Context: an optimization exercise on an open-source flow, tuned for small area, a short achievable clock period and few clock cycles per item. The choices shown serve that exercise and are no tape-out recipe.
At most, simulation tests tie the RTL to the original design; equivalence was not proved.
Power figures rest on the tool's default switching activity, not on a simulated workload.

==> flow/design.v (excerpt) <==
module nova16_alu (
    input  wire        clk,
    input  wire        rst,         
    input  wire        in_valid,
    output wire        in_ready,
    input  wire [7:0]  op,          
    input  wire        w16,         
    input  wire [15:0] a,           
    input  wire [15:0] b,           
    input  wire [11:0] flags_in,
    output reg         out_valid,
    output reg  [15:0] result,
    output reg         wr,          
    output reg         div_fault,   
    output reg  [11:0] flags_out
);
For scale: about 130 flip-flops, about 13000 µm² of cells after synthesis.
clock: 13.0 ns
lec_check: 0
cap_margin: 20
core_margin: 2
core_utilization: 40
slew_margin: 20
standard.sh (not shown) runs the stock make flow with config.mk's settings and CLKGATE_MAP_FILE= SYNTH_SCRIPT=/design/flow/synth_recipe.tcl, a recipe that flattens the netlist after the stock synthesis.
==> flow/flow/run.sh <==
#!/bin/bash
# The standard layout (the standard.sh: ORFS synthesis to finish, same
# settings and constraints), with repair_timing asked to leave extra setup
# slack so that it also works on paths that already meet the 13 ns clock,
# and with plain buffers (instead of delay cells) on the ports.
set -euo pipefail
bash standard.sh SETUP_SLACK_MARGIN=9.5 "BUFFER_PORTS_ARGS=-buffer_cell sky130_fd_sc_hd__buf_2" finish > standard.log 2>&1
Testbench counts at the start, summed over its fixed seeds: cycles 10,466, ops 8,000.
Rerun with:
--- a/flow/flow/run.sh
+++ b/flow/flow/run.sh
@@ -6,2 +6,2 @@
 set -euo pipefail
-bash standard.sh SETUP_SLACK_MARGIN=9.5 "BUFFER_PORTS_ARGS=-buffer_cell sky130_fd_sc_hd__buf_2" finish > standard.log 2>&1
+bash standard.sh SETUP_SLACK_MARGIN=9.0 "BUFFER_PORTS_ARGS=-buffer_cell sky130_fd_sc_hd__buf_2" finish > standard.log 2>&1
=> Flip-flop and latch count stays the same. Power is lower by 5.8%. Global-route usage is lower by 2.1 points. Design area is lower by 12%.


Setup of cedar:
nova16_alu, a different RTL version from the one above (not shown whole).
Size in the first run: roughly 1600 cells after synthesis, roughly 120 flip-flops, roughly 12000 um^2 of cells after synthesis.
export LEC_CHECK = 0
export CAP_MARGIN = 20
export CORE_MARGIN = 2
export CORE_UTILIZATION = 40
export CTS_BUF_LIST = sky130_fd_sc_hd__clkbuf_4 sky130_fd_sc_hd__clkbuf_8
export SLEW_MARGIN = 20
create_clock -name core_clock -period 13.0 [get_ports {clk}]
==> flow/flow/run.sh <==
#!/bin/bash
# The standard layout (the standard.sh: ORFS synthesis to finish, same
# settings and constraints), with repair_timing asked to leave extra setup
# slack so that it also works on paths that already meet the 13 ns clock,
# and with plain buffers (instead of delay cells) on the ports.
set -euo pipefail
bash standard.sh SETUP_SLACK_MARGIN=9.0 "BUFFER_PORTS_ARGS=-buffer_cell sky130_fd_sc_hd__buf_2" finish > standard.log 2>&1
Testbench counts of cedar, summed over its fixed seeds: cycles 10,466, ops 8,000.
Relative to cedar, the following input files were edited for fjord:
- a change of CORE_UTILIZATION from 40 to 50
[summary]
- Top fanout value on the critical path ended up 5 higher on fjord than on cedar.
- fjord went all the way through the flow, and no timing, DRC or antenna check failed.
- cedar has higher setup slack than fjord.
- fjord vs. cedar: number of iterations in the first detailed-routing pass shrank by 2, worst hold slack grew by 0.0041 ns, signed area change from the synthesized netlist to the final layout held steady, sequential share of power held steady, max-slew headroom at the worst pin grew by 4.4 points.
- Changes observed in fjord relative to cedar: via count of the routed design moved up; wire length per cell grew by 2.1%; relative contribution of the clock network to total power picked up an extra 0.2 points.
For harbor, these inputs were changed with respect to fjord:
- an added GPL_ROUTABILITY_DRIVEN of 0
- a change of CORE_UTILIZATION from 50 to 40
==> summary.txt <==
Taking fjord as the reference, in harbor cell count increased by 3.7% relative to the old numbers; total power decreased by 42 uW relative to the old numbers; via count decreased by about 0.7% relative to the old numbers. harbor vs fjord — global-route wire length before repair dropped slightly. Fraction of power consumed by combinational cells in harbor vs fjord: up 1.0 points. harbor vs fjord — time the final worst path needs with I/O delays and setup dropped 0.071 ns. Changes observed in harbor relative to fjord: number of gates resized after CTS now smaller, floorplan core area now larger, final hold slack comparable.
What nickel does differently from harbor at the input level:
- GPL_ROUTABILITY_DRIVEN removed (was 0)
diff --git a/flow/flow/run.sh b/flow/flow/run.sh
--- a/flow/flow/run.sh
+++ b/flow/flow/run.sh
@@ -6,2 +6,2 @@
 set -euo pipefail
-bash standard.sh SETUP_SLACK_MARGIN=9.0 "BUFFER_PORTS_ARGS=-buffer_cell sky130_fd_sc_hd__buf_2" finish > standard.log 2>&1
+bash standard.sh SETUP_SLACK_MARGIN=9.25 "BUFFER_PORTS_ARGS=-buffer_cell sky130_fd_sc_hd__buf_2" finish > standard.log 2>&1
==> comparison <==
Any difference in switching share of power between nickel and harbor is small enough to ignore. Sequential group share of total power, nickel and harbor, higher one = harbor. Flip-flop and latch count came out exactly the same in nickel and harbor.


nova16_alu, a different RTL version from the one above (not shown whole).
For scale: about 88 I/O pins, ~14,000 µm² of cells after synthesis.
clock: 13.0 ns
lec_check: 0
cap_margin: 20
core_margin: 2
core_utilization: 40
slew_margin: 20
==> flow/flow/run.sh <==
#!/bin/bash
# The standard layout (the standard.sh: ORFS synthesis to finish, same
# settings and constraints), with repair_timing asked to leave extra setup
# slack so that it also works on paths that already meet the 13 ns clock,
# and with plain buffers (instead of delay cells) on the ports.
set -euo pipefail
bash standard.sh SETUP_SLACK_MARGIN=9.0 "BUFFER_PORTS_ARGS=-buffer_cell sky130_fd_sc_hd__buf_2" finish > standard.log 2>&1
Next try:
==> flow/flow/run.sh (replaced) <==
#!/bin/bash
# The standard layout (the standard.sh: ORFS synthesis to finish, same
# settings and constraints), with repair_timing asked to leave extra setup
# slack so that it also works on paths that already meet the 13 ns clock.
set -euo pipefail
bash standard.sh SETUP_SLACK_MARGIN=8.5 finish > standard.log 2>&1
Final area decreases by 3.3%. Synthesized area is unchanged. Register-to-register slack got worse by 0.47 ns. Non-clock buffer count decreases by 57. Global-route usage decreases by 0.93 points. Critical path depth decreases by 4. Cell count decreases by 2.5%. Routed wire length decreases by 4.2%.
No functional check of the RTL was part of any run of this note.


Another version of the RTL of nova16_alu (not shown whole).
Size in the first run: roughly 13,000 um2 of cells after synthesis.
Design nova16_alu, start of the top module:
module nova16_alu (
    input  wire        clk,
    input  wire        rst,         
    input  wire        in_valid,
    output wire        in_ready,
    input  wire [7:0]  op,          
    input  wire        w16,         
    input  wire [15:0] a,           
    input  wire [15:0] b,           
    input  wire [11:0] flags_in,
    output reg         out_valid,
    output reg  [15:0] result,
    output reg         wr,          
    output reg         div_fault,   
    output reg  [11:0] flags_out
);
export LEC_CHECK = 0
export CAP_MARGIN = 20
export CORE_MARGIN = 2
export CORE_UTILIZATION = 40
export SLEW_MARGIN = 20
create_clock -name core_clock -period 13.0 [get_ports {clk}]
==> flow/flow/run.sh <==
#!/bin/bash
# The standard layout (the standard.sh: ORFS synthesis to finish, same
# settings and constraints), with repair_timing asked to leave extra setup
# slack so that it also works on paths that already meet the 13 ns clock,
# and with plain buffers (instead of delay cells) on the ports.
set -euo pipefail
bash standard.sh SETUP_SLACK_MARGIN=9.25 "BUFFER_PORTS_ARGS=-buffer_cell sky130_fd_sc_hd__buf_2" finish > standard.log 2>&1
The starting point passed the timing, design-rule and antenna checks.
==> next run, changes <==
--- a/flow/flow/run.sh
+++ b/flow/flow/run.sh
@@ -5,3 +5,3 @@
 # and with plain buffers (instead of delay cells) on the ports.
 set -euo pipefail
-bash standard.sh SETUP_SLACK_MARGIN=9.25 "BUFFER_PORTS_ARGS=-buffer_cell sky130_fd_sc_hd__buf_2" finish > standard.log 2>&1
+bash standard.sh SETUP_SLACK_MARGIN=9.0 "BUFFER_PORTS_ARGS=-buffer_cell sky130_fd_sc_hd__buf_2" finish > standard.log 2>&1
Outcome: Worst hold slack hardly moves. Power is lower by 2.7%. Cell count shrinks by 1.2%. Design area drops by 3.4%. Setup slack gets worse by 0.17 ns. First-iteration DRC count came out higher by 6.2%. Clock skew barely changes.
No functional check of the RTL was part of any run of this note.


## job 4577
Another version of the RTL of nova16_alu (not shown whole).
Size in the first run: about 1800 cells after synthesis, roughly 120 flip-flops, about 88 I/O pins, roughly 0.014 mm² of cells after synthesis.
Settings: LEC_CHECK=0, CAP_MARGIN=20, CORE_MARGIN=2, CORE_UTILIZATION=40, SLEW_MARGIN=20; clock period 13.0 ns.
==> flow/flow/run.sh <==
#!/bin/bash
# The standard layout (the standard.sh: ORFS synthesis to finish, same
# settings and constraints), with repair_timing asked to leave extra setup
# slack so that it also works on paths that already meet the 13 ns clock,
# and with plain buffers (instead of delay cells) on the ports.
set -euo pipefail
bash standard.sh SETUP_SLACK_MARGIN=8.5 "BUFFER_PORTS_ARGS=-buffer_cell sky130_fd_sc_hd__buf_2" finish > standard.log 2>&1
Testbench counts of job 4577, summed over its fixed seeds: cycles 10,466, ops 8,000.
### job 4577 -> job 1898
==> flow/flow/run.sh <==
#!/bin/bash
# The standard layout (the standard.sh: ORFS synthesis to finish, same
# settings and constraints), with repair_timing asked to leave extra setup
# slack so that it also works on paths that already meet the 13 ns clock.
set -euo pipefail
bash standard.sh SETUP_SLACK_MARGIN=8.5 finish > standard.log 2>&1
==> comparison <==
Job 1898 vs job 4577 — met3 wirelength from detailed routing dropped by a few percent
Worst setup slack (job 1898 over job 4577): increase, 0.066 ns
Taking job 4577 as the reference, in job 1898 power held steady; headroom to the max-slew limit grew by 1.3 points.
Fmax | job 1898 vs job 4577 | job 1898 faster
Job 1898 vs job 4577, number of DRC violations after detailed-routing iteration 0 went up by 90.
Worst hold slack (job 1898 over job 4577): decrease, 0.0074 ns
Job 1898 gives less post-CTS setup buffer count than job 4577 did.
Lower last weighted congestion value of the routability-driven placer among job 1898 and job 4577: job 1898
Final cell area excluding filler cells of job 1898 exceeds that of job 4577 by a few percent.


run P:
Starting RTL as in the previous note.
// nova16_alu
module nova16_alu (
    input  wire        clk,
    input  wire        rst,         
    input  wire        in_valid,
    output wire        in_ready,
    input  wire [7:0]  op,          
    input  wire        w16,         
    input  wire [15:0] a,           
    input  wire [15:0] b,           
    input  wire [11:0] flags_in,
    output reg         out_valid,
    output reg  [15:0] result,
    output reg         wr,          
    output reg         div_fault,   
    output reg  [11:0] flags_out
);
    localparam FS = 1, FV = 2, FC = 6, FZ = 7, FP = 8;
    function automatic [16:0] smear(input [16:0] x);
        reg [16:0] t;
        begin
            t = x | (x >> 1);
            t = t | (t >> 2);
            t = t | (t >> 4);
            t = t | (t >> 8);
            smear = t | (t >> 16);
        end
    endfunction
    function automatic [4:0] topbit(input [16:0] t);
        reg [16:0] h;
        begin
            h = t & ~(t >> 1);
            topbit = {h[16], |(h[15:0] & 16'hFF00), |(h[15:0] & 16'hF0F0),
                      |(h[15:0] & 16'hCCCC), |(h[15:0] & 16'hAAAA)};
        end
    endfunction
    function automatic [16:0] ksadd(input [16:0] x, input [16:0] y, input ci);
        reg [16:0] g, p, gg, pp, g2, p2;
        integer i, d;
        begin
            g = x & y;
            p = x ^ y;
            gg = g;
            pp = p;
            gg[0] = g[0] | (p[0] & ci);
            for (d = 1; d < 17; d = d * 2) begin
                g2 = gg;
                p2 = pp;
                for (i = d; i < 17; i = i + 1) begin
                    g2[i] = gg[i] | (pp[i] & gg[i-d]);
                    p2[i] = pp[i] & pp[i-d];
                end
                gg = g2;
                pp = p2;
            end
            ksadd = p ^ {gg[15:0], ci};
  ...
==> flow/config.mk <==
export PLATFORM = sky130hd
export DESIGN_NAME = nova16_alu
export DESIGN_NICKNAME = nova16_alu
export VERILOG_FILES = /design/flow/design.v
export SDC_FILE = /design/flow/constraint.sdc
export NUM_CORES = 4
export LEC_CHECK = 0
export CAP_MARGIN = 20
export CORE_MARGIN = 2
export CORE_UTILIZATION = 40
export SLEW_MARGIN = 20
==> flow/constraint.sdc <==
create_clock -name core_clock -period 13.0 [get_ports {clk}]
set_input_delay 2.6000 -clock core_clock [delete_from_list [all_inputs] [get_ports {clk}]]
set_output_delay 2.6000 -clock core_clock [all_outputs]
set_load 0.01 [all_outputs]
==> flow/flow/run.sh <==
#!/bin/bash
# The standard layout (the standard.sh: ORFS synthesis to finish, same
# settings and constraints), with repair_timing asked to leave extra setup
# slack so that it also works on paths that already meet the 13 ns clock,
# and with plain buffers (instead of delay cells) on the ports.
set -euo pipefail
bash standard.sh SETUP_SLACK_MARGIN=9.0 "BUFFER_PORTS_ARGS=-buffer_cell sky130_fd_sc_hd__buf_2" finish > standard.log 2>&1
Testbench counts of run P, summed over its fixed seeds: cycles 10,466, ops 8,000.
### run P -> run X
diff --git a/flow/flow/run.sh b/flow/flow/run.sh
--- a/flow/flow/run.sh
+++ b/flow/flow/run.sh
@@ -7 +7 @@
-bash standard.sh SETUP_SLACK_MARGIN=9.0 "BUFFER_PORTS_ARGS=-buffer_cell sky130_fd_sc_hd__buf_2" finish > standard.log 2>&1
+bash standard.sh SETUP_SLACK_MARGIN=9.5 "BUFFER_PORTS_ARGS=-buffer_cell sky130_fd_sc_hd__buf_2" finish > standard.log 2>&1
==> comparison <==
Run X: done, clean on timing, DRC and antenna. Sort run P and run X by final area, descending, and run X comes first. On post-route met1 wirelength, the higher figure sits with run X, not run P. When run X is set beside run P, its global-route wire length before repair turns out to be about 10% larger. Compare run P and run X | global-route track usage on met1 lower: run P. Compared with run P, run X is the more power-hungry design. The final-layout clock buffer total of run X exceeds that of run P by 1. Post-CTS setup repair buffer count of run X exceeds that of run P by more than 100%. Summary: with run P as the reference, count of placed standard cells in the final layout, fillers left out in run X moved up by a few percent.


Setup of 08-26:
nova16_alu with an RTL version that a note above also has.
Size in the first run: roughly 1,600 cells after synthesis, about 120 flip-flops, roughly 0.012 mm^2 of cells after synthesis.
clock: 13.0 ns
lec_check: 0
cap_margin: 20
core_margin: 2
core_utilization: 40
cts_buf_list: sky130_fd_sc_hd__clkbuf_4 sky130_fd_sc_hd__clkbuf_8
slew_margin: 20
tns_end_percent: 20
==> flow/flow/run.sh <==
#!/bin/bash
# The standard layout (the standard.sh: ORFS synthesis to finish, same
# settings and constraints), with repair_timing asked to leave extra setup
# slack so that it also works on paths that already meet the 13 ns clock,
# and with plain buffers (instead of delay cells) on the ports.
set -euo pipefail
bash standard.sh SETUP_SLACK_MARGIN=9.3 "BUFFER_PORTS_ARGS=-buffer_cell sky130_fd_sc_hd__buf_2" finish > standard.log 2>&1
08-26 completed; timing, DRC and antenna clean
Testbench counts of 08-26, summed over its fixed seeds: cycles 10,466, ops 8,000.
Input-level comparison between 09-03 and 08-26:
- TNS_END_PERCENT: 20 -> unset
- CTS_BUF_LIST: sky130_fd_sc_hd__clkbuf_4 sky130_fd_sc_hd__clkbuf_8 -> unset
--- a/flow/flow/run.sh
+++ b/flow/flow/run.sh
@@ -6,2 +6,2 @@
 set -euo pipefail
-bash standard.sh SETUP_SLACK_MARGIN=9.3 "BUFFER_PORTS_ARGS=-buffer_cell sky130_fd_sc_hd__buf_2" finish > standard.log 2>&1
+bash standard.sh SETUP_SLACK_MARGIN=9.0 "BUFFER_PORTS_ARGS=-buffer_cell sky130_fd_sc_hd__buf_2" finish > standard.log 2>&1
## What came out
| area fraction of clock buffers and clock inverters | 09-03 vs 08-26 | 1.5 points higher |. | minimum clock period | higher: 09-03 |. Between 08-26 and 09-03, the flow reports count of filler cells inserted in the layout increasing slightly. The wire length of the first global-routing pass of 09-03 was superior to that of 08-26. Summary: with 08-26 as the reference, worst-case vdd ir drop in 09-03 moved up by more than half. Delta(via count, 09-03 - 08-26) < 0. Wire length shrinks by a few percent when moving from 08-26 to 09-03. Sort 09-03 and 08-26 by final cell count, descending, and 08-26 comes first. Going from 08-26 to 09-03, clock edge transition at the registers on the reported setup and hold paths went down 40 ps; area of the die held.

[re-timing with driven ports]
The results above use ideal ports. As a check the final layouts listed here were re-extracted and re-timed, cells and wires unchanged. Step 1, drivers: a clkbuf_16 drives clk and a buf_2 each remaining input, both assumed. Step 2 also shifts input and output timing later by t, the mid clock arrival at the registers, as if the neighbouring blocks saw the same clock. Three values: ideal ports, drivers, drivers and shift; two values: the first two.
run | t, ns | setup WS [ns] | worst register clock-pin slew, ns
the first run of note 1 | 0.503 | 9.311 / 9.311 / 9.094 | 0.07 / 0.07
the second run of note 1 | 0.502 | 9.076 / 9.076 / 8.769 | 0.07 / 0.07
cedar | 0.518 | 9.100 / 9.100 / 8.828 | 0.10 / 0.10
fjord | 0.491 | 9.010 / 9.010 / 9.010 | 0.10 / 0.10
harbor | 0.511 | 9.081 / 9.081 / 8.950 | 0.10 / 0.10
nickel | 0.520 | 9.258 / 9.258 / 8.981 | 0.09 / 0.09
the first run of note 3 | 0.489 | 8.937 / 8.937 / 8.856 | 0.08 / 0.08
the second run of note 3 | 0.489 | 8.465 / 8.465 / 8.313 | 0.07 / 0.07
the first run of note 4 | 0.502 | 9.288 / 9.288 / 8.963 | 0.08 / 0.08
the second run of note 4 | 0.498 | 9.116 / 9.116 / 8.689 | 0.07 / 0.07
job 4577 | 0.486 | 8.490 / 8.490 / 8.490 | 0.07 / 0.07
job 1898 | 0.498 | 8.557 / 8.557 / 8.557 | 0.07 / 0.07
run P | 0.496 | 8.988 / 8.988 / 8.988 | 0.07 / 0.07
run X | 0.499 | 9.068 / 9.068 / 9.068 | 0.07 / 0.07
08-26 | 0.497 | 9.258 / 9.258 / 8.928 | 0.10 / 0.10
09-03 | 0.490 | 9.058 / 9.058 / 8.817 | 0.07 / 0.07
After both steps every run listed still meets setup and hold. The setup slack of the second run of note 4, which loses most, moves by 0.000 ns with the drivers and by -0.427 ns with both steps.
